Source: an optimization exercise on an open RTL-to-GDS flow (aim: small area). Production flows keep margins and buffers that such runs may drop. Function was checked by simulation only, so behaviour that the tests miss may differ from the original. No activity file was given, so power comes from the tool's default toggle rates.

**flow/flow/run.sh**
```bash
#!/bin/bash
# Standard layout, with CTS run without dummy loads and the port buffers
# made of the smallest buffer cell.
set -e
export CTS_ARGS="-sink_clustering_enable -repair_clock_nets -sink_clustering_size 20 -sink_clustering_max_diameter 60 -buf_list sky130_fd_sc_hd__clkbuf_8 -dont_use_dummy_load"
export BUFFER_PORTS_ARGS="-buffer_cell sky130_fd_sc_hd__buf_1"
bash standard.sh > standard.log 2>&1
```
**flow/standard.sh**
```bash
#!/bin/bash
# synth_recipe.tcl (not shown) runs the flow's synth.tcl, then flattens the netlist and writes it again
# the make line also repeats each setting of config.mk as NAME=value (left out here)
make -C /OpenROAD-flow-scripts/flow DESIGN_CONFIG=/design/flow/config.mk WORK_HOME=/design/flow/orfs CLKGATE_MAP_FILE= SYNTH_SCRIPT=/design/flow/synth_recipe.tcl "${@:-finish}"
```
**flow/design.v**
```verilog
module fs_frame_decoder (
    input  wire       clk,
    input  wire       rst,
    input  wire       in_valid,
    input  wire [7:0] in_data,
    input  wire       in_abort,
    input  wire [3:0] rd_col,
    input  wire [3:0] rd_row,
    output reg        res_valid,
    output reg  [1:0] res_kind,
    output reg  [1:0] res_cause,
    output wire [7:0] mat_cols,
    output wire [7:0] mat_rows,
    output wire [3:0] rd_data
);
    localparam [1:0] K_NEEDMORE = 2'd0;
    localparam [1:0] K_READY    = 2'd1;
    localparam [1:0] K_RESYNC   = 2'd2;
    localparam [1:0] C_HEADER   = 2'd0;
    localparam [1:0] C_DEGEN    = 2'd1;
    localparam [1:0] C_ABORTED  = 2'd2;
    localparam [1:0] C_OVERSIZE = 2'd3;
    localparam [2:0] S_COLS = 3'd4;
    localparam [2:0] S_ROWS = 3'd5;
    localparam [2:0] S_BODY = 3'd6;
    reg [2:0] state;
    reg [4:0] columns;     
    reg [4:0] rows;
    reg [6:0] remain;      
    reg [4:0] mcols;
    reg [4:0] mrows;
    reg [7:0] hdr_byte;
    always @(*) begin
        case (state[1:0])
            2'd0:    hdr_byte = 8'hBA;
            2'd1:    hdr_byte = 8'h5E;
            2'd2:    hdr_byte = 8'hBA;
            default: hdr_byte = 8'h11;
        endcase
    end
    wire byte_ev = in_valid && !in_abort && !rst;
    wire       d_zero   = (in_data == 8'd0);
    wire       d_big    = (in_data > 8'd16);
    wire       c_zero   = (columns == 5'd0);
    wire       c_big    = columns[4] && (columns[3:0] != 4'd0);
    wire       dim_degen    = c_zero || d_zero;
    wire       dim_oversize = c_big || d_big;
    wire       dim_single   = (columns == 5'd1) && (in_data == 8'd1);
    wire [9:0] cells        = columns * in_data[4:0];
    wire body_last = byte_ev && (state == S_BODY) && (remain == 7'd0);
    reg [127*8-1:0] work_buf;
    reg [128*8-1:0] out_buf;
    always @(posedge clk) begin
        if (in_valid)
            work_buf <= {work_buf[126*8-1:0], in_data};
        if (body_last)
            out_buf <= {work_buf, in_data};
    end
    wire [4:0] xc     = mcols - 5'd1 - {1'b0, rd_col};
    wire [4:0] yr     = mrows - 5'd1 - {1'b0, rd_row};
    wire [3:0] x      = xc[3:0];
    wire [8:0] s      = x * mrows + rd_row;
    wire       odd    = mcols[0] & mrows[0];
    wire [7:0] p      = s[7:0] - {7'd0, odd};
    wire       in_mat = !xc[4] && !yr[4]
                        && !(odd && x == 4'd0 && rd_row == 4'd0);
    assign rd_data  = in_mat ? out_buf[{p, 2'b00} +: 4] : 4'd0;
    assign mat_cols = {3'd0, mcols};
    assign mat_rows = {3'd0, mrows};
    always @(posedge clk) begin
        if (rst) begin
            state     <= 3'd0;
            res_valid <= 1'b0;
            res_kind  <= K_NEEDMORE;
            res_cause <= C_HEADER;
        end else begin
            res_valid <= in_valid || in_abort;
            res_kind  <= K_NEEDMORE;
            res_cause <= C_HEADER;
            if (in_abort) begin
                state     <= 3'd0;
                res_kind  <= K_RESYNC;
                res_cause <= C_ABORTED;
            end else if (in_valid) begin
                case (state)
                    S_COLS: begin
                        columns <= d_zero ? 5'd0 : d_big ? 5'd31 : in_data[4:0];
                        state   <= S_ROWS;
                    end
                    S_ROWS: begin
                        rows   <= in_data[4:0];
                        remain <= cells[7:1] - 7'd1;
                        state  <= S_BODY;
                        if (dim_degen) begin
                            state     <= 3'd0;
                            res_kind  <= K_RESYNC;
                            res_cause <= C_DEGEN;
                        end else if (dim_oversize) begin
                            state     <= 3'd0;
                            res_kind  <= K_RESYNC;
                            res_cause <= C_OVERSIZE;
                        end else if (dim_single) begin
                            state    <= 3'd0;
                            res_kind <= K_READY;
                            mcols    <= 5'd1;
                            mrows    <= 5'd1;
                        end
                    end
                    S_BODY: begin
                        remain <= remain - 7'd1;
                        if (remain == 7'd0) begin
                            state    <= 3'd0;
                            res_kind <= K_READY;
                            mcols    <= columns;
                            mrows    <= rows;
                        end
                    end
                    default: begin
                        if (in_data == hdr_byte) begin
                            state <= state + 3'd1;
                        end else begin
                            state     <= 3'd0;
                            res_kind  <= K_RESYNC;
                            res_cause <= C_HEADER;
                        end
                    end
                endcase
            end
        end
    end
endmodule
```
**flow/config.mk**
```make
export PLATFORM = sky130hd
export DESIGN_NAME = fs_frame_decoder
export DESIGN_NICKNAME = fs_frame_decoder
export VERILOG_FILES = /design/flow/design.v
export SDC_FILE = /design/flow/constraint.sdc
export NUM_CORES = 4
export LEC_CHECK = 0
export CAP_MARGIN = 20
export CORE_MARGIN = 2
export CORE_UTILIZATION = 55
export CTS_BUF_LIST = sky130_fd_sc_hd__clkbuf_8
export CTS_CLUSTER_DIAMETER = 60
export CTS_CLUSTER_SIZE = 20
export PLACE_DENSITY = 0.7
export SETUP_SLACK_MARGIN = 0.1
export SLEW_MARGIN = 20
```
**flow/constraint.sdc**
```tcl
create_clock -name core_clock -period 10.0 [get_ports {clk}]
set_input_delay 2.0000 -clock core_clock [delete_from_list [all_inputs] [get_ports {clk}]]
set_output_delay 2.0000 -clock core_clock [all_outputs]
set_load 0.01 [all_outputs]
```
==> flow_summary.ini, run 1 <==
[placed_design]
gp_congestion = 0.796
dp_cells = 4773
dp_hpwl_um = 75400
port-buffer-count = 38

[die]
initial_core_util = 0.554
rows = 133
die-area_um2 = 135000
die_h_um = 368
ioPinCount = 45
core_um2 = 131000
die-width_um = 368

[synthesis]
netlist_area_um2 = 72800
ys_types = 67
syn_avg_cell_area_um2 = 24.3
synth.top_cells.by_count = 2067 x edfxtp_1, 271 x mux4_2, 80 x nand2_1, 51 x inv_1, 49 x a22oi_1
yosys_most_used_dff = edfxtp_1
synth_warnings = 1
synthCells = 2997
yosys.area.top_type = edfxtp_1
synth_seq_area_share = 0.855
async_reset_ff_frac = 0
synth-seq-cells = 2075
synth_top_area_share = 0.852
synth.area.top_cells = edfxtp_1 85%, mux4_2 8.4%, ha_1 0.72%
synth_edf_count = 2067
synth.most_common_cell = edfxtp_1

[timing]
fin_skew_ns = 0.0667
layout_worst_path_cycle_share = 0.955
period_needed_ns = 9.55
slew_violations = 0
rsz0062_at_grt = false
fmaxAchievable_ghz = 0.105
whs_ns = 0.372
setup_viol = 0
hold_violations = 0
worstMarginPinSlew_ns = 1.07
slew_headroom = 0.285

[finish]
drive_gt1_frac = 0.164
stdcell_count = 4916
multi_input_area_um2 = 9980
fin_nets = 3241
area_delta_synth_final_pct = 6.42
regArea_um2 = 62200
fillers = 9012

[outcome]
run_status = timing/DRC/antenna clean

[routing]
route.detailed.drc = 0
drt-initial-drc-count = 3231
wirelength_um = 123000
drtPass1Iterations = 6
wl_per_cell_um = 25.1
vias = 29200
via_per_inst = 5.94
ant_nets = 0

[clock_network]
clkTransAtPathRegs_ns = 0.11
clk_latency_ns = 0.87
htree_num_levels = 4
root_buffer = clkbuf_8
hold_buffers = 0
cts_buffers = 132
cts_max_path_buffers = 3
cts_tree = yes
cts.sinks = 2075

[grt]
track_usage = 0.183
grt_pass1_wl_um = 186000
gr-total-overflow = 0
antenna_found_initial = 4
grt_max_degree = 194
grt_pass1_vias = 30100

[pwr]
p_leak_nw = 24.5
p_int_mw = 11.9
pwr-share-seq = 0.631
clock_power_share = 0.223
power_density_nw_per_um2 = 204
p_comb_frac = 0.146
ir_worst_vdd_v = 0.000161
switching_power_mw = 3.83
switching_share = 0.243

[worst_setup_path]
arrival_ns = 7.55
endpoint_kind = primary output
slowest_delay_ns = 0.80
cp_max_fo = 17
crit_required_ns = 8.00
cp-start-kind = input pin
crit_buf_inv = 10
worstSetupPathType = input pin to primary output
crit_top_cell = inv_1
worstPathCellList = buf_1, inv_1, ha_1, inv_1, fa_1, nand2b_1, fa_1, inv_1, ha_1, inv_1, fa_1, inv_1, ha_4, inv_1, fa_2, buf_4, mux4_2, nor2_1, a31oi_1, a22oi_1, o2111ai_1, buf_4, o311a_1, buf_1
critPathTopFamily = adder cells
cp_slowest_cell = fa_2

[run]
cap_violations = 0

[hold_path]
min_path_type = flop to flop
==> cells by family (layout without fill, tap and decap cells) <==
| family | after synthesis | count (layout) | share of synthesized area |
|---|---|---|---|
| other | 1 | 11 | 0.0000515 |
| and+or+nand+nor | 212 | 212 | 0.0144 |
| xor gates and xnor gates | 25 | 25 | 0.00330 |
| adders and majority gates | 64 | 64 | 0.0131 |
| buffers and inverters | 152 | 306 | 0.0104 |
| AOI/OAI and AO/OA | 163 | 163 | 0.0156 |
| muxes | 305 | 305 | 0.0886 |
| DFF | 2075 | 2075 | 0.855 |
==> final cells by class <==
| cell class | instances | share of cell area |
|---|---|---|
| clock buffer | 132 | 0.0234 |
| timing repair buffer | 123 | 0.0138 |
| multi-input combinational | 775 | 0.129 |
| sequential | 2075 | 0.803 |
| tap | 1755 | 0.0283 |
| inverter | 51 | 0.00247 |
| antenna | 5 | 0.000161 |
==> metal layers <==
metal	up-vias	share of wire	GRT usage
met1	15600	0.42	0.260
met5	-	0	0
met4	0	0.020	0.0484
li1	12500	-	-
met2	935	0.50	0.299
met3	185	0.058	0.0286
==> path summary, 6_finish.rpt <==
check,startpoint,end,slack [ns],depth (start not counted)
setup / recovery,rd_col[0],rd_data[3],0.45,24
hold / removal,work_buf[930]$_DFFE_PP_,work_buf[938]$_DFFE_PP_,0.37,0
hold reg to reg,work_buf[930]$_DFFE_PP_,work_buf[938]$_DFFE_PP_,0.37,0
setup reg to reg,remain[5]$_DFFE_PP_,out_buf[887]$_DFFE_PP_,5.39,6
==> registers in the layout, summed over array words and instances (netlist names) <==
register and flops:
mrows 5, state 3, remain 7, rows 5, columns 5, res_valid 1
mcols 5, res_kind 2, res_cause 2, out_buf 1024, work_buf 1016
==> placed cells by master, fill, tap and decap left out, types with 7 or more instances in the layout <==
master	Yosys	routed
edfxtp_1	2067	2067
mux4_2	271	271
clkbuf_8	0	132
nand2_1	80	79
buf_4	19	62
inv_1	51	50
a22oi_1	49	49
ha_1	42	40
buf_1	5	37
a21oi_1	32	32
mux2i_1	29	29
nor2_1	28	25
nand3_1	21	21
buf_12	0	21
and2_1	20	19
fa_1	21	19
o21ai_0	15	15
xnor2_1	16	14
and3_1	13	13
o22ai_1	12	12
dfxtp_1	8	8
xor2_1	7	7
nand2b_1	7	7
==> timing repair <==
item | 4_1_cts | 5_1_grt
resized for setup | 0 | 2
setup endpoints to repair | 0 | 1
buffers inserted | 0 | 5
endpoints found under the hold margin | 0 | 0
==> power by group through the flow <==
stage | sequential (mW) | clock, mW | combinational (mW)
global route | 9.99 | 3.91 | 2.43
CTS | 9.96 | 3.65 | 2.31
detailed placement | 10.2 | 0 | 2.30
global placement | 10.1 | 0 | 2.27
floorplan | 10.1 | 0 | 1.29
finish | 9.96 | 3.52 | 2.30
==> metrics by stage <==
stage | TNS [ns] | util | total power, mW | cell area [um^2] | setup WS [ns]
global route | 0 | 0.589 | 16.3 | 77500 | 0.105
floorplan | -7944.31 | - | 11.4 | 72900 | -7.76
finish | 0 | 0.589 | 15.8 | 77500 | 0.447
global placement | 0 | 0.575 | 12.4 | 75600 | 0.424
detailed placement | 0 | 0.575 | 12.5 | 75600 | 0.431
CTS | 0 | 0.589 | 15.9 | 77400 | 0.404
==> run 2: changes to the inputs <==
--- a/flow/config.mk
+++ b/flow/config.mk
@@ -7,10 +7,10 @@
 export LEC_CHECK = 0
 export CAP_MARGIN = 20
 export CORE_MARGIN = 2
-export CORE_UTILIZATION = 55
+export CORE_UTILIZATION = 50
 export CTS_BUF_LIST = sky130_fd_sc_hd__clkbuf_8
 export CTS_CLUSTER_DIAMETER = 60
 export CTS_CLUSTER_SIZE = 20
-export PLACE_DENSITY = 0.7
+export PLACE_DENSITY = 0.65
 export SETUP_SLACK_MARGIN = 0.1
 export SLEW_MARGIN = 20
==> run 2 against run 1 <==
Effect of this change: via count is 0.74% lower; area after synthesis stayed put; non-clock buffer count is 5 lower; synthesized cell count stayed put; highest routed layer unchanged.
==> flow_summary.ini, run 2 <==
[finish]
final_common_cell = edfxtp_1
regArea_um2 = 62200
top_register = out_buf
area_delta_synth_final_pct = 6.72
fin_nets = 3236
final_core_util = 0.536
largest_reg_flops = 1024
drive_gt1_frac = 0.162
final_cell_mix = 2067 x edfxtp_1, 271 x mux4_2, 132 x clkbuf_8
fillers = 10600
multi_input_area_um2 = 9970
reg_top3 = out_buf (1024), work_buf (1016), remain (7)

[pwr]
p_leak_nw = 24.5
ir_worst_vdd_v = 0.000144
power_density_nw_per_um2 = 203

[worst_setup_path]
cp_max_fo = 17
endpoint_kind = primary output
crit_required_ns = 8.00
crit_buf_inv = 6
critPathTopFamily = adder cells
cp-start-kind = input pin
arrival_ns = 7.73
worstPathCellList = buf_1, inv_1, ha_1, inv_1, fa_1, xnor2_1, nand2_1, ha_1, fa_1, fa_1, fa_2, inv_2, buf_12, mux4_2, mux2i_1, o22ai_1, o311a_1, buf_1
worstSetupPathType = input pin to primary output
slowest_delay_ns = 0.58
cp_slowest_cell = fa_2
crit_top_cell = fa_1

[die]
initial_core_util = 0.502
die-width_um = 386
core_um2 = 145000
die-area_um2 = 149000
rows = 140
ioPinCount = 45
die_h_um = 386

[timing]
period_needed_ns = 9.73
fin_skew_ns = 0.0858
rsz0062_at_grt = false
slew_violations = 0
worst_slack_ns = 0.266
setup_viol = 0
slew_headroom = 0.272
worstMarginPinSlew_ns = 1.09
layout_worst_path_cycle_share = 0.973
fmaxAchievable_ghz = 0.103
whs_ns = 0.377
hold_violations = 0

[grt]
grt_pass1_vias = 29700
grt_max_degree = 203
gr-total-overflow = 0
track_usage = 0.165
antenna_found_initial = 9
grt_pass1_wl_um = 183000

[clock_network]
clkTransAtPathRegs_ns = 0.10
hold_buffers = 0
root_buffer = clkbuf_8
cts_tree = yes
cts_buffers = 132
cts_max_path_buffers = 3
clk_latency_ns = 0.91
cts.sinks = 2075
htree_num_levels = 4

[routing]
drt-initial-drc-count = 3087
route.detailed.drc = 0
vias = 29000
via_per_inst = 5.71
ant_nets = 0
drtPass1Iterations = 6
wl_per_cell_um = 24.2
wirelength_um = 123000

[synthesis]
synth.top_cells.by_count = 2067 x edfxtp_1, 271 x mux4_2, 80 x nand2_1, 51 x inv_1, 49 x a22oi_1
ys_types = 67
netlist_area_um2 = 72800
synth-seq-cells = 2075
yosys.area.top_type = edfxtp_1
synthCells = 2997
synth_seq_area_share = 0.855
synth.most_common_cell = edfxtp_1
synth.area.top_cells = edfxtp_1 85%, mux4_2 8.4%, ha_1 0.72%
synth_top_area_share = 0.852
async_reset_ff_frac = 0
synth_edf_count = 2067
syn_avg_cell_area_um2 = 24.3
yosys_most_used_dff = edfxtp_1
synth_warnings = 1

[placed_design]
gp_congestion = 0.827
place_ws_ns = 0.0948
dp_hpwl_um = 75900
port-buffer-count = 38

[run]
cap_violations = 0

[outcome]
run_status = timing/DRC/antenna clean

[hold_path]
min_path_type = flop to flop
==> run 2: cell counts after synthesis <==
Identical to the previous run, type by type.
==> run 2: repair_timing <==
item                                    4_1_cts  5_1_grt
endpoints found under the setup margin        0        2
resized for setup                             0        1
buffers inserted                              0        3
==> run 2: per-layer routing <==
metal | vias up | wire length, um | track usage
li1 | 12500 | - | -
met2 | 831 | 60500 | 0.268
met5 | - | 0 | 0
met3 | 198 | 6840 | 0.0277
met4 | 0 | 2790 | 0.0479
met1 | 15400 | 52800 | 0.234
==> run 2: final timing paths <==
kind                                start                     end  slack (ns)  cells after the start
setup / recovery                rd_col[0]              rd_data[1]        0.27                     18
hold reg to reg   work_buf[174]$_DFFE_PP_  out_buf[182]$_DFFE_PP_        0.38                      0
setup reg to reg      remain[5]$_DFFE_PP_  out_buf[820]$_DFFE_PP_        5.44                      7
hold / removal    work_buf[174]$_DFFE_PP_  out_buf[182]$_DFFE_PP_        0.38                      0
==> run 2: where the power goes <==
part | internal [mW] | switching [mW] | total [mW]
registers | 9.83 | 0.125 | 9.95
clock network | 1.19 | 2.32 | 3.52
logic | 0.909 | 1.38 | 2.29
total | 11.9 | 3.83 | 15.8
==> run 2: kinds of logic after synthesis <==
group / Yosys count / share of synthesized area
multiplexers: 305 / 0.0886
XOR/XNOR: 25 / 0.00330
buffers and inverters: 152 / 0.0104
other: 1 / 0.0000515
AND/OR/NAND/NOR: 212 / 0.0144
flip-flops: 2075 / 0.855
adder cells (fa/ha/maj): 64 / 0.0131
AO/OA/AOI/OAI: 163 / 0.0156
==> run 2: stage by stage <==
stage / setup TNS, ns / area (um^2) / cells / power, mW
after floorplan: -7944.31 / 72900 / 3002 / 11.4
after global placement: 0 / 75800 / 4930 / 12.4
after detailed placement: 0 / 75800 / 4930 / 12.4
after CTS: 0 / 77600 / 5062 / 15.9
after global routing: 0 / 77700 / 5072 / 16.3
final: 0 / 77700 / 5073 / 15.8
==> run 2: layout make-up <==
class / instances / share of cell area
well taps: 1917 / 0.0309
flip-flops and latches: 2075 / 0.801
inverters: 51 / 0.00246
clock buffers: 132 / 0.0234
diodes: 5 / 0.000161
repair buffers: 118 / 0.0141
multi-input cells: 775 / 0.128
==> run 2: worst register-to-register path, stage by stage (launching register included) <==
cell and delay, ns:
edfxtp_1 0.39, or4_1 0.52, nor4_1 0.60, nand3_1 0.27, nor2_4 0.67, buf_12 0.47
buf_16 0.53, buf_4 0.70
==> run 3: changes to the inputs <==
==> flow/config.mk (replaced) <==
export PLATFORM = sky130hd
export DESIGN_NAME = fs_frame_decoder
export DESIGN_NICKNAME = fs_frame_decoder
export VERILOG_FILES = /design/flow/design.v
export SDC_FILE = /design/flow/constraint.sdc
export NUM_CORES = 4
export LEC_CHECK = 0
export CAP_MARGIN = 0
export CORE_MARGIN = 2
export CORE_UTILIZATION = 55
export CTS_BUF_LIST = sky130_fd_sc_hd__clkbuf_8
export CTS_CLUSTER_DIAMETER = 60
export CTS_CLUSTER_SIZE = 20
export PLACE_DENSITY = 0.7
export SLEW_MARGIN = 0
==> run 3 against run 2 <==
Effect of this change: hold slack barely moved; still clean; critical path type unchanged; synthesized cell count did not move; first-iteration DRC count rose by 1.7%; sequential power barely moved; highest routed layer unchanged; total power barely moved; clock power barely moved.
==> flow_summary.ini, run 3 <==
[outcome]
run_status = timing/DRC/antenna clean

[placed_design]
dp_hpwl_um = 75400
dp_cells = 4773
gp_congestion = 0.796
port-buffer-count = 38

[die]
core_um2 = 131000
initial_core_util = 0.554
die_h_um = 368
rows = 133
die-area_um2 = 135000
die-width_um = 368
ioPinCount = 45

[finish]
stdcell_count = 4912
reg_top3 = out_buf (1024), work_buf (1016), remain (7)
top_register = out_buf
fin_nets = 3237
largest_reg_flops = 1024
drive_gt1_frac = 0.163
area_delta_synth_final_pct = 6.32
final_cell_mix = 2067 x edfxtp_1, 271 x mux4_2, 132 x clkbuf_8
final_common_cell = edfxtp_1

[clock_network]
cts_tree = yes
root_buffer = clkbuf_8
clkTransAtPathRegs_ns = 0.11
hold_buffers = 0
htree_num_levels = 4
cts_buffers = 132
cts_max_path_buffers = 3
cts.sinks = 2075
clk_latency_ns = 0.89

[synthesis]
synth.area.top_cells = edfxtp_1 85%, mux4_2 8.4%, ha_1 0.72%
yosys.area.top_type = edfxtp_1
synth_top_area_share = 0.852
synth_edf_count = 2067
async_reset_ff_frac = 0
yosys_most_used_dff = edfxtp_1
synth-seq-cells = 2075
syn_avg_cell_area_um2 = 24.3
synth_seq_area_share = 0.855
synth.most_common_cell = edfxtp_1
netlist_area_um2 = 72800
synthCells = 2997
synth_warnings = 1
synth.top_cells.by_count = 2067 x edfxtp_1, 271 x mux4_2, 80 x nand2_1, 51 x inv_1, 49 x a22oi_1
ys_types = 67

[grt]
antenna_found_initial = 4
grt_max_degree = 194
gr-total-overflow = 0
grt_pass1_wl_um = 186000
grt_pass1_vias = 30100
track_usage = 0.183

[timing]
fin_skew_ns = 0.0642
whs_ns = 0.377
layout_worst_path_cycle_share = 0.954
setup_viol = 0
slew_headroom = 0.201
hold_violations = 0
fmaxAchievable_ghz = 0.105
period_needed_ns = 9.54
rsz0062_at_grt = false
slew_violations = 0
worstMarginPinSlew_ns = 1.20

[routing]
drtPass1Iterations = 6
wl_per_cell_um = 25.1
via_per_inst = 5.94
ant_nets = 0
vias = 29200
wirelength_um = 123000
route.detailed.drc = 0
drt-initial-drc-count = 3141

[worst_setup_path]
endpoint_kind = primary output
r2r-start = remain[5]$_DFFE_PP_
startpoint = rd_col[0]
crit_required_ns = 8.00
worstSetupPathType = input pin to primary output
cp-start-kind = input pin
arrival_ns = 7.54
cp_max_fo = 17

[pwr]
p_leak_nw = 24.5
power_density_nw_per_um2 = 204
ir_worst_vdd_v = 0.000160

[hold_path]
min_path_type = flop to flop
hold_start = work_buf[934]$_DFFE_PP_

[run]
cap_violations = 0
[run 3: cell counts after synthesis]
No cell type changed its count.
[run 3: through the flow]
step                total power [mW]   util  TNS [ns]  setup slack (ns)  cell area (um^2)
floorplan                       11.4      -  -7944.31             -7.76             72900
global placement                12.4  0.575         0             0.424             75600
detailed placement              12.5  0.575         0             0.431             75600
CTS                             15.9  0.589         0             0.404             77400
global route                    16.3  0.589         0            0.0798             77400
finish                          15.8  0.589         0             0.463             77400
[run 3: path summary, 6_finish.rpt]
| path | end | slack [ns] | cells past startpoint |
|---|---|---|---|
| max reg2reg | out_buf[887]$_DFFE_PP_ | 5.36 | 6 |
| min reg2reg | out_buf[942]$_DFFE_PP_ | 0.38 | 0 |
| max | rd_data[3] | 0.46 | 24 |
| min | out_buf[942]$_DFFE_PP_ | 0.38 | 0 |
[run 3: critical path: stages]
cell,delay (ns)
buf_1,0.07
inv_1,0.05
ha_1,0.17
inv_1,0.06
fa_1,0.52
nand2b_1,0.19
fa_1,0.48
inv_1,0.04
ha_1,0.28
inv_1,0.08
fa_1,0.42
inv_1,0.11
ha_4,0.14
inv_1,0.06
fa_2,0.79
buf_4,0.36
mux4_2,0.57
nor2_1,0.12
a31oi_1,0.07
a22oi_1,0.24
o2111ai_1,0.16
buf_4,0.21
o311a_1,0.10
buf_1,0.22
[run 3: logic make-up (layout without fill, tap and decap cells)]
kind of cell | Yosys count | in the layout | synth area share
multiplexers | 305 | 305 | 0.0886
other | 1 | 11 | 0.0000515
flip-flops | 2075 | 2075 | 0.855
buffers and inverters | 152 | 302 | 0.0104
AND/OR/NAND/NOR | 212 | 212 | 0.0144
XOR/XNOR | 25 | 25 | 0.00330
adder cells (fa/ha/maj) | 64 | 64 | 0.0131
AO/OA/AOI/OAI | 163 | 163 | 0.0156
[run 3: routing by layer]
metal / global-route usage / routed length, um / vias to the layer above
met5: 0 / 0 / -
li1: - / - / 12500
met4: 0.0484 / 2580 / 0
met3: 0.0286 / 6990 / 177
met2: 0.299 / 61700 / 952
met1: 0.260 / 52100 / 15600
[run 3: layout make-up]
cell class | instances | area [um^2]
Timing Repair Buffer | 119 | 1020
Clock buffer | 132 | 1820
Tap cell | 1755 | 2200
Sequential cell | 2075 | 62200
Antenna cell | 5 | 12.5
Fill cell | 9015 | 54000
Multi-Input combinational cell | 775 | 9970
Inverter | 51 | 191
[run 3: power by group]
part           switching, mW  leakage (nW)  internal [mW]
clock                   2.32         0.949           1.19
sequential             0.129          19.5           9.83
combinational           1.38          4.08          0.913
total                   3.83          24.5           11.9
[run 3: repair_timing]
| item | CTS | global route |
|---|---|---|
| buffers inserted | 0 | 2 |
| setup endpoints to repair | 0 | 1 |
| gates resized for setup | 0 | 2 |
==> run 4: changes to the inputs <==
--- a/flow/config.mk
+++ b/flow/config.mk
@@ -5,11 +5,11 @@
 export SDC_FILE = /design/flow/constraint.sdc
 export NUM_CORES = 4
 export LEC_CHECK = 0
-export CAP_MARGIN = 0
+export CAP_MARGIN = 10
 export CORE_MARGIN = 2
 export CORE_UTILIZATION = 55
 export CTS_BUF_LIST = sky130_fd_sc_hd__clkbuf_8
 export CTS_CLUSTER_DIAMETER = 60
 export CTS_CLUSTER_SIZE = 20
 export PLACE_DENSITY = 0.7
-export SLEW_MARGIN = 0
+export SLEW_MARGIN = 10
==> run 4 against run 3 <==
Effect of this change: clock power hardly changed; critical endpoint is now rd_data[2]; die area stayed put; still clean; combinational power hardly changed; count of clock-buffer cells in the layout stayed put.
==> flow_summary.ini, run 4 <==
[worst_setup_path]
critPathTopFamily = adder cells
slowest_delay_ns = 0.79
cp-start-kind = input pin
cp_slowest_cell = fa_2
crit_buf_inv = 12
crit_required_ns = 8.00
arrival_ns = 7.54
crit_top_cell = inv_1
cp_max_fo = 11
endpoint_kind = primary output
worstSetupPathType = input pin to primary output

[timing]
rsz0062_at_grt = false
period_needed_ns = 9.54
hold_violations = 0
slew_headroom = 0.221
fmaxAchievable_ghz = 0.105
worstMarginPinSlew_ns = 1.17
slew_violations = 0
setup_viol = 0
tns_ns = 0
fin_skew_ns = 0.0648
layout_worst_path_cycle_share = 0.954

[grt]
grt_max_degree = 194
grtUsageMet3 = 0.0286
gr-total-overflow = 0
grt_pass1_vias = 30100
grt_pass1_wl_um = 186000
gr-max-usage-layer = met2
grtUsageMet1 = 0.260
grt_use_met2 = 0.299
track_usage = 0.183
antenna_found_initial = 4

[finish]
largest_reg_flops = 1024
final_common_cell = edfxtp_1
fin_nets = 3237
final_core_util = 0.589
final_cell_area_um2 = 77400
final_cell_mix = 2067 x edfxtp_1, 271 x mux4_2, 132 x clkbuf_8
reg_top3 = out_buf (1024), work_buf (1016), remain (7)
drive_gt1_frac = 0.163
stdcell_count = 4912
area_delta_synth_final_pct = 6.34
top_register = out_buf

[clock_network]
cts.sinks = 2075
root_buffer = clkbuf_8
cts_buffers = 132
cts_max_path_buffers = 3
clk_latency_ns = 0.86
cts_tree = yes
clkTransAtPathRegs_ns = 0.11
hold_buffers = 0
htree_num_levels = 4

[die]
ioPinCount = 45
initial_core_util = 0.554
die_h_um = 368
die-width_um = 368
rows = 133
die-area_um2 = 135000
core_um2 = 131000

[routing]
wirelength_um = 123000
drt-initial-drc-count = 3252
wl_per_cell_um = 25.1
drtPass1Iterations = 5
vias = 29200
via_per_inst = 5.94
ant_nets = 0
route.detailed.drc = 0

[synthesis]
synthCells = 2997
synth.most_common_cell = edfxtp_1
synth_seq_area_share = 0.855
synth-seq-cells = 2075
yosys.area.top_type = edfxtp_1
yosys_most_used_dff = edfxtp_1
async_reset_ff_frac = 0
synth.area.top_cells = edfxtp_1 85%, mux4_2 8.4%, ha_1 0.72%
synth_top_area_share = 0.852
syn_avg_cell_area_um2 = 24.3
synth.top_cells.by_count = 2067 x edfxtp_1, 271 x mux4_2, 80 x nand2_1, 51 x inv_1, 49 x a22oi_1
netlist_area_um2 = 72800
synth_edf_count = 2067
ys_types = 67
synth_warnings = 1

[hold_path]
min_path_type = flop to flop

[run]
cap_violations = 0

[outcome]
run_status = timing/DRC/antenna clean

[placed_design]
dp_cells = 4773
placed_area_um2 = 75600
gp_congestion = 0.796
dp_hpwl_um = 75400
port-buffer-count = 38

[pwr]
power_density_nw_per_um2 = 203
ir_worst_vdd_v = 0.000160
p_leak_nw = 24.5
-- run 4: cell counts after synthesis --
No cell type changed its count.
-- run 4: cell families after synthesis --
group | count (synthesis) | share of synthesized area
flip-flops | 2075 | 0.855
multiplexers | 305 | 0.0886
AND/OR/NAND/NOR | 212 | 0.0144
AO/OA/AOI/OAI | 163 | 0.0156
buffers and inverters | 152 | 0.0104
adder cells (fa/ha/maj) | 64 | 0.0131
XOR/XNOR | 25 | 0.00330
other | 1 | 0.0000515
-- run 4: worst paths after layout --
kind | from | to | slack (ns) | depth (start not counted)
worst min-delay path | work_buf[934]$_DFFE_PP_ | work_buf[942]$_DFFE_PP_ | 0.38 | 0
worst min register to register | work_buf[934]$_DFFE_PP_ | work_buf[942]$_DFFE_PP_ | 0.38 | 0
worst max register to register | remain[5]$_DFFE_PP_ | out_buf[887]$_DFFE_PP_ | 5.36 | 6
worst max-delay path | rd_col[0] | rd_data[2] | 0.46 | 26
-- run 4: what timing repair did --
| action | CTS | global route |
|---|---|---|
| gates resized for setup | 0 | 2 |
| setup endpoints to repair | 0 | 1 |
| setup buffers | 0 | 2 |
-- run 4: area by class of cell --
type	count	area [um^2]
inverter	51	191
clock buffer	132	1820
antenna	5	12.5
sequential	2075	62200
fill	9015	54000
multi-input combinational	775	9980
tap	1755	2200
timing repair buffer	119	1020
-- run 4: metal layers --
metal | up-vias | wire, um
met5 | - | 0
met2 | 880 | 61700
li1 | 12500 | -
met3 | 174 | 6590
met1 | 15600 | 52600
met4 | 0 | 2510
-- run 4: per-stage QoR --
| step | power [mW] | worst slack, ns | hold WS [ns] |
|---|---|---|---|
| final | 15.8 | 0.463 | 0.376 |
| after global routing | 16.3 | 0.0798 | 0.362 |
| after CTS | 15.9 | 0.404 | 0.362 |
| after detailed placement | 12.5 | 0.431 | 0.407 |
| after global placement | 12.4 | 0.424 | 0.405 |
| after floorplan | 11.4 | -7.76 | 0.400 |
-- run 4: where the power goes --
part	internal (mW)	switching [mW]
Combinational	0.913	1.37
Clock	1.19	2.32
Sequential	9.83	0.130
==> run 5: changes to the inputs <==
==> flow/flow/run.sh (replaced) <==
#!/bin/bash
# Standard layout, with CTS run without dummy loads and the port buffers
# made of the smallest buffer cell.
set -e
export CTS_ARGS="-sink_clustering_enable -repair_clock_nets -sink_clustering_size 10 -sink_clustering_max_diameter 35 -buf_list sky130_fd_sc_hd__clkbuf_4 -dont_use_dummy_load"
export BUFFER_PORTS_ARGS="-buffer_cell sky130_fd_sc_hd__buf_1"
bash standard.sh > standard.log 2>&1
--- a/flow/config.mk
+++ b/flow/config.mk
@@ -8,8 +8,8 @@
 export CAP_MARGIN = 10
 export CORE_MARGIN = 2
 export CORE_UTILIZATION = 55
-export CTS_BUF_LIST = sky130_fd_sc_hd__clkbuf_8
-export CTS_CLUSTER_DIAMETER = 60
-export CTS_CLUSTER_SIZE = 20
+export CTS_BUF_LIST = sky130_fd_sc_hd__clkbuf_4
+export CTS_CLUSTER_DIAMETER = 35
+export CTS_CLUSTER_SIZE = 10
 export PLACE_DENSITY = 0.7
 export SLEW_MARGIN = 10
==> run 5 against run 4 <==
Effect of this change: combinational power barely moved; synthesized cell count unchanged; critical path type unchanged; via count is 3.4% higher; area after synthesis unchanged; sequential cell count unchanged; worst setup slack got worse by 0.097 ns; clock skew increased by 0.051 ns; sequential power barely moved; largest power group unchanged; fmax shrank 1.0%; hold slack got worse by 0.024 ns; first-iteration DRC count down 4.1%.
==> flow_summary.ini, run 5 <==
[worst_setup_path]
crit_required_ns = 8.00
cp-start-kind = input pin
startpoint = rd_col[0]
arrival_ns = 7.63
worstSetupPathType = input pin to primary output
cp_max_fo = 11
r2r-start = remain[5]$_DFFE_PP_
endpoint_kind = primary output

[synthesis]
synth_top_family_by_area = multiplexers
synth.most_common_cell = edfxtp_1
netlist_area_um2 = 72800
synth_edf_count = 2067
synth_adder_area_share = 0.0131
synth_warnings = 1
yosys.area_share.xor_xnor = 0.00330
synth_top_area_share = 0.852
async_reset_ff_frac = 0
synth.top_cells.by_count = 2067 x edfxtp_1, 271 x mux4_2, 80 x nand2_1, 51 x inv_1, 49 x a22oi_1
syn_avg_cell_area_um2 = 24.3
synth-seq-cells = 2075
synth-compound-area-share = 0.0156
synth.area.top_cells = edfxtp_1 85%, mux4_2 8.4%, ha_1 0.72%
ys_types = 67
synthMuxAreaShare = 0.0886
synthCells = 2997
synth_seq_area_share = 0.855
yosys.area.top_type = edfxtp_1
yosys_most_used_dff = edfxtp_1
synthSimpleGateAreaFrac = 0.0144

[grt]
grt_pass1_wl_um = 190000
grt_max_degree = 194
grt_pass1_vias = 31500
gr-total-overflow = 0
track_usage = 0.187
antenna_found_initial = 4

[routing]
route.detailed.drc = 0
drt-initial-drc-count = 3120
vias = 30200
wirelength_um = 126000
wl_per_cell_um = 24.9
ant_nets = 0
drtPass1Iterations = 5
via_per_inst = 5.94

[placed_design]
gp_congestion = 0.796
dp_cells = 4773
dp_hpwl_um = 75400
placed_area_um2 = 75600
port-buffer-count = 38
place_ws_ns = 0.431

[finish]
final_cell_area_um2 = 77900
final_common_cell = edfxtp_1
largest_reg_flops = 1024
area_delta_synth_final_pct = 6.93
fillers = 9082
reg_top3 = out_buf (1024), work_buf (1016), remain (7)
drive_gt1_frac = 0.205
top_register = out_buf
fin_nets = 3404
final_cell_mix = 2067 x edfxtp_1, 300 x clkbuf_4, 271 x mux4_2
stdcell_count = 5080

[timing]
slew_violations = 0
slew_headroom = 0.219
setup_viol = 0
hold_violations = 0
whs_ns = 0.352
period_needed_ns = 9.63
worst_slack_ns = 0.365
fin_skew_ns = 0.116
layout_worst_path_cycle_share = 0.963
rsz0062_at_grt = false
worstMarginPinSlew_ns = 1.17
fmaxAchievable_ghz = 0.104

[pwr]
power_density_nw_per_um2 = 207
ir_worst_vdd_v = 0.000149
p_leak_nw = 24.9
p_total_mw = 16.1

[die]
die_h_um = 368
die-area_um2 = 135000
initial_core_util = 0.554
ioPinCount = 45
die-width_um = 368
rows = 133
core_um2 = 131000

[clock_network]
cts_buffers = 299
cts_max_path_buffers = 4
clk_latency_ns = 1.26
cts.sinks = 2075
clkTransAtPathRegs_ns = 0.10
htree_num_levels = 5
root_buffer = clkbuf_4
cts_tree = yes
hold_buffers = 0

[hold_path]
min_path_type = flop to flop
hold_start = work_buf[934]$_DFFE_PP_

[outcome]
run_status = timing/DRC/antenna clean

[run]
cap_violations = 0
## run 5: changes by cell type in the layout (fill, tap and decap cells not counted)
cell      before  now
clkbuf_4       1  300
clkbuf_8     132    0
diode_2        5    6
## run 5: metal layers
layer,vias up,share of wire,GRT usage
met2,1097,0.49,0.300
met1,15800,0.42,0.262
met5,-,0,0
li1,13000,-,-
met4,0,0.026,0.0631
met3,273,0.059,0.0358
## run 5: power breakdown
group          total (mW)  switching (mW)  leakage (nW)  internal, mW
clock                3.88            2.50          1.38          1.38
sequential           9.96           0.130          19.5          9.83
combinational        2.29            1.38          4.08         0.913
## run 5: logic make-up after synthesis
family	Yosys count
simple gates	212
flops	2075
xor+xnor	25
other cells	1
buf+inv	152
fa+ha+maj	64
compound gates	163
mux	305
## run 5: final cells by class
| cell class | instances | area [um^2] | share of cell area |
|---|---|---|---|
| Antenna cell | 6 | 15.0 | 0.000193 |
| Clock buffer | 299 | 2240 | 0.0288 |
| Inverter | 51 | 191 | 0.00246 |
| Multi-Input combinational cell | 775 | 9980 | 0.128 |
| Sequential cell | 2075 | 62200 | 0.799 |
| Tap cell | 1755 | 2200 | 0.0282 |
| Timing Repair Buffer | 119 | 1020 | 0.0131 |
## run 5: metrics by stage
step | util | setup TNS [ns]
global placement | 0.575 | 0
floorplan | - | -7944.31
CTS | 0.592 | 0
global route | 0.592 | 0
detailed placement | 0.575 | 0
finish | 0.592 | 0
## run 5: final timing paths
path,endpoint,slack (ns),cells past startpoint
worst min register to register,work_buf[942]$_DFFE_PP_,0.35,0
worst max register to register,out_buf[1015]$_DFFE_PP_,5.34,6
worst min-delay path,work_buf[942]$_DFFE_PP_,0.35,0
worst max-delay path,rd_data[2],0.37,24
## run 5: critical path: stages
cell	delay, ns
buf_1	0.07
inv_1	0.05
ha_1	0.18
inv_1	0.06
fa_1	0.52
nand2b_1	0.19
fa_1	0.48
inv_1	0.04
ha_1	0.28
inv_1	0.08
fa_1	0.42
inv_1	0.10
ha_4	0.14
inv_1	0.06
fa_2	0.79
buf_4	0.28
or3_1	0.22
o22ai_1	0.09
a2111oi_0	0.53
a32o_1	0.24
nor4_1	0.08
nor3b_1	0.32
buf_4	0.22
buf_1	0.16
## run 5: timing repair
item                                    4_1_cts  5_1_grt
buffers inserted                              0        2
gates resized for setup                       0        2
endpoints found under the setup margin        0        1
==> run 6: changes to the inputs <==
--- a/flow/design.v
+++ b/flow/design.v
@@ -64,7 +64,31 @@
     wire [7:0] p      = s[7:0] - {7'd0, odd};
     wire       in_mat = !xc[4] && !yr[4]
                         && !(odd && x == 4'd0 && rd_row == 4'd0);
-    assign rd_data  = in_mat ? out_buf[{p, 2'b00} +: 4] : 4'd0;
+    wire [15:0] rd_lo, rd_hi;
+    wire [127:0] rd_half;
+    fs_rd_pre u_pre (.en(in_mat), .addr(p), .lo(rd_lo), .hi(rd_hi));
+    genvar gi, gb;
+    generate
+        for (gi = 0; gi < 16; gi = gi + 1) begin : g_grp
+            for (gb = 0; gb < 4; gb = gb + 1) begin : g_bit
+                wire [15:0] d;
+                wire [5:0]  t;
+                genvar gj;
+                for (gj = 0; gj < 16; gj = gj + 1) begin : g_n
+                    assign d[gj] = out_buf[(gi*16+gj)*4+gb];
+                end
+                fs_aoi222 u_t0 (.a0(rd_lo[0]),  .b0(d[0]),  .a1(rd_lo[1]),  .b1(d[1]),  .a2(rd_lo[2]),  .b2(d[2]),  .y(t[0]));
+                fs_aoi222 u_t1 (.a0(rd_lo[3]),  .b0(d[3]),  .a1(rd_lo[4]),  .b1(d[4]),  .a2(rd_lo[5]),  .b2(d[5]),  .y(t[1]));
+                fs_aoi222 u_t2 (.a0(rd_lo[6]),  .b0(d[6]),  .a1(rd_lo[7]),  .b1(d[7]),  .a2(rd_lo[8]),  .b2(d[8]),  .y(t[2]));
+                fs_aoi222 u_t3 (.a0(rd_lo[9]),  .b0(d[9]),  .a1(rd_lo[10]), .b1(d[10]), .a2(rd_lo[11]), .b2(d[11]), .y(t[3]));
+                fs_aoi222 u_t4 (.a0(rd_lo[12]), .b0(d[12]), .a1(rd_lo[13]), .b1(d[13]), .a2(rd_lo[14]), .b2(d[14]), .y(t[4]));
+                fs_nand2  u_t5 (.a(rd_lo[15]), .b(d[15]), .y(t[5]));
+                fs_nand3  u_h0 (.a(t[0]), .b(t[1]), .c(t[2]), .y(rd_half[(gi*4+gb)*2]));
+                fs_nand3  u_h1 (.a(t[3]), .b(t[4]), .c(t[5]), .y(rd_half[(gi*4+gb)*2+1]));
+            end
+        end
+    endgenerate
+    fs_rd_top u_top (.hi(rd_hi), .half(rd_half), .q(rd_data));
     assign mat_cols = {3'd0, mcols};
     assign mat_rows = {3'd0, mrows};
     always @(posedge clk) begin
@@ -129,3 +153,46 @@
         end
     end
 endmodule
+module fs_rd_pre (
+    input  wire        en,
+    input  wire [7:0]  addr,
+    output wire [15:0] lo,
+    output wire [15:0] hi
+);
+    assign lo = 16'd1 << addr[3:0];
+    assign hi = en ? (16'd1 << addr[7:4]) : 16'd0;
+endmodule
+module fs_rd_top (
+    input  wire [15:0]  hi,
+    input  wire [127:0] half,
+    output wire [3:0]   q
+);
+    genvar gb, gi;
+    generate
+        for (gb = 0; gb < 4; gb = gb + 1) begin : g_bit
+            wire [15:0] t;
+            for (gi = 0; gi < 16; gi = gi + 1) begin : g_i
+                assign t[gi] = hi[gi] & (half[(gi*4+gb)*2] | half[(gi*4+gb)*2+1]);
+            end
+            assign q[gb] = |t;
+        end
+    endgenerate
+endmodule
+module fs_aoi222 (
+    input  wire a0, b0, a1, b1, a2, b2,
+    output wire y
+);
+    assign y = ~((a0 & b0) | (a1 & b1) | (a2 & b2));
+endmodule
+module fs_nand3 (
+    input  wire a, b, c,
+    output wire y
+);
+    assign y = ~(a & b & c);
+endmodule
+module fs_nand2 (
+    input  wire a, b,
+    output wire y
+);
+    assign y = ~(a & b);
+endmodule
==> flow/flow/run.sh (replaced) <==
#!/bin/bash
# Standard layout, with CTS run without dummy loads and the port buffers
# made of the smallest buffer cell.
set -e
export CTS_ARGS="-sink_clustering_enable -repair_clock_nets -sink_clustering_size 20 -sink_clustering_max_diameter 60 -buf_list sky130_fd_sc_hd__clkbuf_8 -dont_use_dummy_load"
export BUFFER_PORTS_ARGS="-buffer_cell sky130_fd_sc_hd__buf_1"
bash standard.sh > standard.log 2>&1
--- a/flow/config.mk
+++ b/flow/config.mk
@@ -8,8 +8,10 @@
 export CAP_MARGIN = 10
 export CORE_MARGIN = 2
 export CORE_UTILIZATION = 55
-export CTS_BUF_LIST = sky130_fd_sc_hd__clkbuf_4
-export CTS_CLUSTER_DIAMETER = 35
-export CTS_CLUSTER_SIZE = 10
+export CTS_BUF_LIST = sky130_fd_sc_hd__clkbuf_8
+export CTS_CLUSTER_DIAMETER = 60
+export CTS_CLUSTER_SIZE = 20
 export PLACE_DENSITY = 0.7
 export SLEW_MARGIN = 10
+export SYNTH_HIERARCHICAL = 1
+export SYNTH_MINIMUM_KEEP_SIZE = 0
==> run 6 against run 5 <==
Effect of this change: still clean on timing, DRC and antenna; via count is 7.4% higher; synthesized cell count is 1.7% higher; register-to-register slack better by 0.53 ns; highest routed layer is now met5.
==> flow_summary.ini, run 6 <==
[finish]
drive_gt1_frac = 0.127
area_delta_synth_final_pct = 9.58
final_common_cell = edfxtp_1
top_register = out_buf
fin_nets = 3526
final_core_util = 0.607
largest_reg_flops = 1024
final_cell_mix = 2067 x edfxtp_1, 320 x a222oi_1, 173 x buf_4
fillers = 8278
reg_top3 = out_buf (1024), work_buf (1016), remain (7)

[synthesis]
synth_seq_area_share = 0.896
synth.most_common_cell = edfxtp_1
synth-seq-cells = 2075
synth.area.top_cells = edfxtp_1 89%, a222oi_1 4.6%, nand3_1 0.99%
synthSimpleGateAreaFrac = 0.0274
synthCells = 3047
async_reset_ff_frac = 0
netlist_area_um2 = 69500
yosys_most_used_dff = edfxtp_1
synth_warnings = 7
synth_top_family_by_area = compound AO/OA/AOI/OAI gates
ys_types = 53
synth.top_cells.by_count = 2067 x edfxtp_1, 320 x a222oi_1, 137 x nand3_1, 101 x nand2_1, 72 x o21ai_0
synth-compound-area-share = 0.0551
synth_top_area_share = 0.893
syn_avg_cell_area_um2 = 22.8
synth_edf_count = 2067
yosys.area_share.xor_xnor = 0.00315
synthMuxAreaShare = 0.000288
synth_adder_area_share = 0.0138
yosys.area.top_type = edfxtp_1

[timing]
hold_violations = 0
worstMarginPinSlew_ns = 1.16
whs_ns = 0.414
fmaxAchievable_ghz = 0.101
slew_violations = 0
layout_worst_path_cycle_share = 0.989
setup_viol = 0
slew_headroom = 0.225
period_needed_ns = 9.89
fin_skew_ns = 0.107

[hold_path]
min_path_type = flop to flop
min_delay_path_depth = 0
min_to = out_buf[74]$_DFFE_PP_
hold_start = work_buf[66]$_DFFE_PP_

[clock_network]
cts_buffers = 120
clkTransAtPathRegs_ns = 0.11
hold_buffers = 0
cts_tree = yes
htree_num_levels = 3
cts_max_path_buffers = 3
root_buffer = clkbuf_8
clk_latency_ns = 0.86
cts.sinks = 2075

[grt]
grt_pass1_wl_um = 205000
antenna_found_initial = 6
grt_pass1_vias = 32100
grt_max_degree = 192
gr-total-overflow = 0
track_usage = 0.213

[worst_setup_path]
endpoint_kind = primary output
critPathTopFamily = adder cells
arrival_ns = 7.89
rrSetupSlack_ns = 5.87
cp-start-kind = input pin
crit_required_ns = 8.00
slowest_delay_ns = 0.69
r2r_cells = 7
worstPathCellList = buf_1, inv_1, ha_2, inv_1, fa_2, nor2b_1, fa_1, inv_1, fa_1, fa_2, fa_1, inv_2, nand2b_4, nor3_4, buf_8, a222oi_1, nand3_1, o21ai_1, buf_4, nand4_1, or4_4, buf_6
worstSetupPathType = input pin to primary output
r2r-end = out_buf[78]$_DFFE_PP_
crit_buf_inv = 8
r2r-start = state[0]$_SDFFE_PN0P_
cp_max_fo = 12
cp_slowest_cell = or4_4

[outcome]
run_status = timing/DRC/antenna clean

[placed_design]
gp_congestion = 0.845
port-buffer-count = 38
dp_hpwl_um = 84600

[die]
die-width_um = 359
rows = 130
die_h_um = 359
core_um2 = 125000
ioPinCount = 45
initial_core_util = 0.554
die-area_um2 = 129000

[routing]
ant_nets = 0
route.detailed.drc = 0
vias = 32400
drt-initial-drc-count = 5608
wl_per_cell_um = 27.9
wirelength_um = 142000
via_per_inst = 6.35
drtPass1Iterations = 9

[pwr]
ir_worst_vdd_v = 0.000140
power_density_nw_per_um2 = 203
p_leak_nw = 24.5

[run]
cap_violations = 0
[run 6: changes by cell type after synthesis, moves of 19 or more]
cell	delta
buf_2	-32
a21oi_1	-19
a22oi_1	-49
mux2i_1	-27
nand3_1	+116
clkbuf_1	-30
nand2_1	+21
a222oi_1	+320
mux4_2	-271
o21ai_0	+57
[run 6: how the worst max path moves through the flow]
stage / from / end / slack (ns) / depth (start not counted)
after floorplan: in_abort / out_buf[0]$_DFFE_PP_ / -7.75 / 3
final: rd_col[0] / rd_data[3] / 0.11 / 22
after CTS: rd_col[0] / rd_data[1] / 0.03 / 24
after detailed placement: rd_col[0] / rd_data[3] / -0.25 / 26
after global placement: rd_col[0] / rd_data[3] / -0.37 / 22
after global routing: rd_col[0] / rd_data[3] / -0.009 / 26
[run 6: Yosys stat by module, one instance, submodules excluded]
module	cell area [um^2]	flops+latches	cells inside	copies in the design
fs_rd_pre	220	0	45	1
fs_nand2	3.75	0	1	64
fs_rd_top	450	0	84	1
fs_nand3	5.00	0	1	128
fs_aoi222	10.0	0	1	320
fs_frame_decoder	64700	2075	2406	1
[run 6: metal layers]
metal	up-vias	GRT usage	part of all wire
met5	-	0	0.000063
met4	2	0.0589	0.022
met3	195	0.0320	0.099
met2	1828	0.344	0.48
met1	16700	0.307	0.39
li1	13700	-	-
[run 6: layout make-up]
| cell class | instances | area (um^2) | area share |
|---|---|---|---|
| Sequential cell | 2075 | 62200 | 0.817 |
| Timing Repair Buffer | 278 | 2680 | 0.0352 |
| Multi-Input combinational cell | 910 | 7270 | 0.0955 |
| Tap cell | 1650 | 2060 | 0.0271 |
| Inverter | 58 | 218 | 0.00286 |
| Clock buffer | 120 | 1650 | 0.0217 |
| Antenna cell | 8 | 20.0 | 0.000263 |
[run 6: what timing repair did]
item,4_1_cts,5_1_grt
cloned,1,7
setup endpoints to repair,4,4
buffers inserted,13,37
resized for setup,19,55
pin swaps,16,50
[run 6: power by group]
part | total, mW | switching, mW | internal [mW]
logic | 2.06 | 1.28 | 0.780
registers | 9.96 | 0.134 | 9.83
clock network | 3.40 | 2.32 | 1.07
[run 6: metrics by stage]
| stage | cell area, um^2 | instances | worst slack, ns | TNS, ns | total power [mW] |
|---|---|---|---|---|---|
| detailed placement | 73700 | 4915 | -0.245 | -0.686 | 12.0 |
| finish | 76100 | 5099 | 0.115 | 0 | 15.4 |
| floorplan | 69600 | 3052 | -7.75 | -7937.25 | 10.9 |
| global route | 76100 | 5096 | -0.00857 | -0.00857 | 15.9 |
| global placement | 73600 | 4907 | -0.372 | -1.26 | 11.9 |
| CTS | 75500 | 5048 | 0.0273 | 0 | 15.3 |
[run 6: kinds of logic after synthesis]
kind of cell	Yosys count
buffers and inverters	72
xor gates and xnor gates	25
adders and majority gates	64
other	1
muxes	2
AOI/OAI and AO/OA	431
DFF	2075
and+or+nand+nor	377
==> run 7: changes to the inputs <==
--- a/flow/config.mk
+++ b/flow/config.mk
@@ -7,11 +7,11 @@
 export LEC_CHECK = 0
 export CAP_MARGIN = 10
 export CORE_MARGIN = 2
-export CORE_UTILIZATION = 55
+export CORE_UTILIZATION = 42
 export CTS_BUF_LIST = sky130_fd_sc_hd__clkbuf_8
 export CTS_CLUSTER_DIAMETER = 60
 export CTS_CLUSTER_SIZE = 20
-export PLACE_DENSITY = 0.7
+export PLACE_DENSITY = 0.6
 export SLEW_MARGIN = 10
 export SYNTH_HIERARCHICAL = 1
 export SYNTH_MINIMUM_KEEP_SIZE = 0
==> run 7 against run 6 <==
Effect of this change: still clean on timing, DRC and antenna; utilization fell by 14 points; synthesized cell count unchanged; sequential power is essentially flat; final cell count increased by 9.6%; design area is 0.26% higher; critical path depth stayed put; combinational power down 12%; first-iteration DRC count down 1.3%; total power about the same; routed wire length is 0.93% lower; sequential share of layout area decreased by 0.21 points; worst setup slack improved by 0.063 ns; largest cell class unchanged; highest routed layer unchanged.
==> flow_summary.ini, run 7 <==
[placed_design]
placed_area_um2 = 74100
gp_congestion = 0.751
dp_hpwl_um = 79200
place_ws_ns = -0.321
port-buffer-count = 38

[synthesis]
synth_edf_count = 2067
synth.top_cells.by_count = 2067 x edfxtp_1, 320 x a222oi_1, 137 x nand3_1, 101 x nand2_1, 72 x o21ai_0
ys_types = 53
synthCells = 3047
yosys_most_used_dff = edfxtp_1
yosys.area.top_type = edfxtp_1
netlist_area_um2 = 69500
synth-seq-cells = 2075
synth.area.top_cells = edfxtp_1 89%, a222oi_1 4.6%, nand3_1 0.99%
synth_top_area_share = 0.893
async_reset_ff_frac = 0
synth_seq_area_share = 0.896
synth.most_common_cell = edfxtp_1
synth_warnings = 7
syn_avg_cell_area_um2 = 22.8

[grt]
grt_pass1_wl_um = 204000
grt_pass1_vias = 31100
grt_max_degree = 177
gr-total-overflow = 0
track_usage = 0.163
antenna_found_initial = 6

[worst_setup_path]
r2r-end = out_buf[834]$_DFFE_PP_
worstPathCellList = buf_1, inv_1, ha_1, inv_1, fa_2, nor2b_1, fa_1, inv_1, fa_1, fa_1, fa_1, inv_2, nand2b_1, buf_4, nor2_4, buf_6, a222oi_1, nand3_1, o21ai_2, nand4_1, or4_4, buf_4
cp_max_fo = 17
rrSetupSlack_ns = 5.82
r2r-start = state[0]$_SDFFE_PN0P_
worstSetupPathType = input pin to primary output
critPathTopFamily = adder cells
cp_slowest_cell = or4_4
r2r_cells = 7
slowest_delay_ns = 0.62
crit_buf_inv = 8
cp-start-kind = input pin
endpoint_kind = primary output
crit_top_cell = fa_1
crit_required_ns = 8.00
arrival_ns = 7.82

[timing]
layout_worst_path_cycle_share = 0.982
rsz0062_at_grt = true
fin_skew_ns = 0.0915
tns_ns = 0
hold_violations = 0
fmaxAchievable_ghz = 0.102
period_needed_ns = 9.82
slew_headroom = 0.140
setup_viol = 0
slew_violations = 0
worst_slack_ns = 0.178
worstMarginPinSlew_ns = 1.29

[pwr]
power_density_nw_per_um2 = 202
ir_worst_vdd_v = 0.000132
p_leak_nw = 24.2
p_total_mw = 15.4

[finish]
final_cell_mix = 2067 x edfxtp_1, 320 x a222oi_1, 137 x nand3_1, 137 x clkbuf_8, 134 x buf_4
top_register = out_buf
regArea_um2 = 62200
reg_top3 = out_buf (1024), work_buf (1016), remain (7)
fin_nets = 3479
largest_reg_flops = 1024
multi_input_area_um2 = 7220
area_delta_synth_final_pct = 9.86
final_cell_area_um2 = 76300
final_common_cell = edfxtp_1
fillers = 13500
drive_gt1_frac = 0.112

[hold_path]
hold_start = work_buf[204]$_DFFE_PP_
min_to = work_buf[212]$_DFFE_PP_
min_delay_path_depth = 0
min_path_type = flop to flop

[clock_network]
root_buffer = clkbuf_8
clk_latency_ns = 0.88
clkTransAtPathRegs_ns = 0.11
hold_buffers = 0
cts_buffers = 137
cts_tree = yes
htree_num_levels = 4
cts_max_path_buffers = 3
cts.sinks = 2075

[die]
die-area_um2 = 169000
core_um2 = 165000
rows = 149
die_h_um = 411
ioPinCount = 45
die-width_um = 411
initial_core_util = 0.422

[routing]
route.detailed.drc = 0
drtPass1Iterations = 8
wl_per_cell_um = 25.2
drt-initial-drc-count = 5534
via_per_inst = 5.60
vias = 31300
ant_nets = 0
wirelength_um = 141000

[run]
cap_violations = 0

[outcome]
run_status = timing/DRC/antenna clean
-- run 7: cell count changes in the layout (fill, tap and decap cells not counted), sizes merged --
cell    change
buf        -59
clkbuf     +13
diode       -2
nor3        -1
-- run 7: cell type report --
| type | instances | share of cell area |
|---|---|---|
| diodes | 6 | 0.000197 |
| flip-flops and latches | 2075 | 0.815 |
| multi-input cells | 909 | 0.0946 |
| clock buffers | 137 | 0.0247 |
| well taps | 2189 | 0.0359 |
| repair buffers | 215 | 0.0264 |
| inverters | 58 | 0.00285 |
-- run 7: cells by family after synthesis --
family,share of synthesized area
flops,0.896
buf+inv,0.00454
other cells,0.0000540
simple gates,0.0274
mux,0.000288
xor+xnor,0.00315
compound gates,0.0551
fa+ha+maj,0.0138
-- run 7: power by group --
group          leakage, nW  switching (mW)  internal [mW]
Sequential            19.5           0.123           9.83
Combinational         3.78            1.17          0.656
Clock                0.985            2.41           1.24
Total                 24.2            3.70           11.7
-- run 7: repair_timing --
item,CTS,global route
buffers inserted,12,1
pin swaps,8,12
gates resized for setup,15,24
hold endpoints to repair,0,0
endpoints found under the setup margin,4,4
cloned,3,2
-- run 7: worst max-delay path by stage --
stage,start,to,slack [ns],cells after the start
floorplan,in_abort,out_buf[0]$_DFFE_PP_,-7.75,3
global placement,rd_col[0],rd_data[2],-0.25,24
detailed placement,rd_col[0],rd_data[2],-0.32,24
CTS,rd_col[0],rd_data[1],0.007,25
global route,rd_col[0],rd_data[0],-0.03,25
finish,rd_col[0],rd_data[0],0.18,22
-- run 7: Yosys stat by module, one instance, submodules excluded --
module	flip-flops and latches	cell area, um^2	cells
fs_frame_decoder	2075	64700	2406
fs_rd_top	0	450	84
fs_rd_pre	0	220	45
fs_aoi222	0	10.0	1
fs_nand3	0	5.00	1
fs_nand2	0	3.75	1
-- run 7: through the flow --
| step | utilization | hold WS (ns) | instances |
|---|---|---|---|
| after floorplan | - | 0.400 | 3052 |
| after global placement | 0.450 | 0.404 | 5428 |
| after detailed placement | 0.450 | 0.405 | 5428 |
| after CTS | 0.463 | 0.365 | 5580 |
| after global routing | 0.464 | 0.376 | 5584 |
| final | 0.464 | 0.377 | 5589 |
-- run 7: routing by layer --
layer  track usage  share of wire  vias to the layer above
met5             0       0.000050                        -
met4        0.0432          0.019                        2
met3        0.0315          0.081                      177
met2         0.254           0.47                     1276
met1         0.237           0.43                    16200
li1              -              -                    13600

-- what the ideal ports hide --
How much do the figures lean on ideal ports? The routed layouts below were timed once more, with nothing changed but the port constraints.
Step 1: set_driving_cell puts a clkbuf_16 on clk and a buf_2 on each other input, an assumption about the parent block.
Step 2 moves the port delays by t, midway between the first and last clock arrival at a register: inputs arrive t later, outputs are due t later. That takes back most of the time a late clock gives input paths.
a / b / c = no drivers / after step 1 / after step 2; a / b = the first two.
run	t (ns)	slack for setup (ns)	worst slew at a driven data input, ns
run 1	0.915	0.447 / 0.426 / 0.426	0.08
run 2	0.918	0.266 / 0.241 / 0.241	0.04
run 3	0.910	0.463 / 0.441 / 0.441	0.08
run 4	0.910	0.463 / 0.441 / 0.441	0.08
run 5	1.272	0.365 / 0.344 / 0.344	0.08
run 6	0.875	0.115 / 0.093 / 0.093	0.06
run 7	0.916	0.178 / 0.155 / 0.155	0.04
After both steps setup and hold are still met in every run listed. For run 2, which loses most, drivers alone change the setup slack by -0.025 ns; drivers and shift together by -0.025 ns.
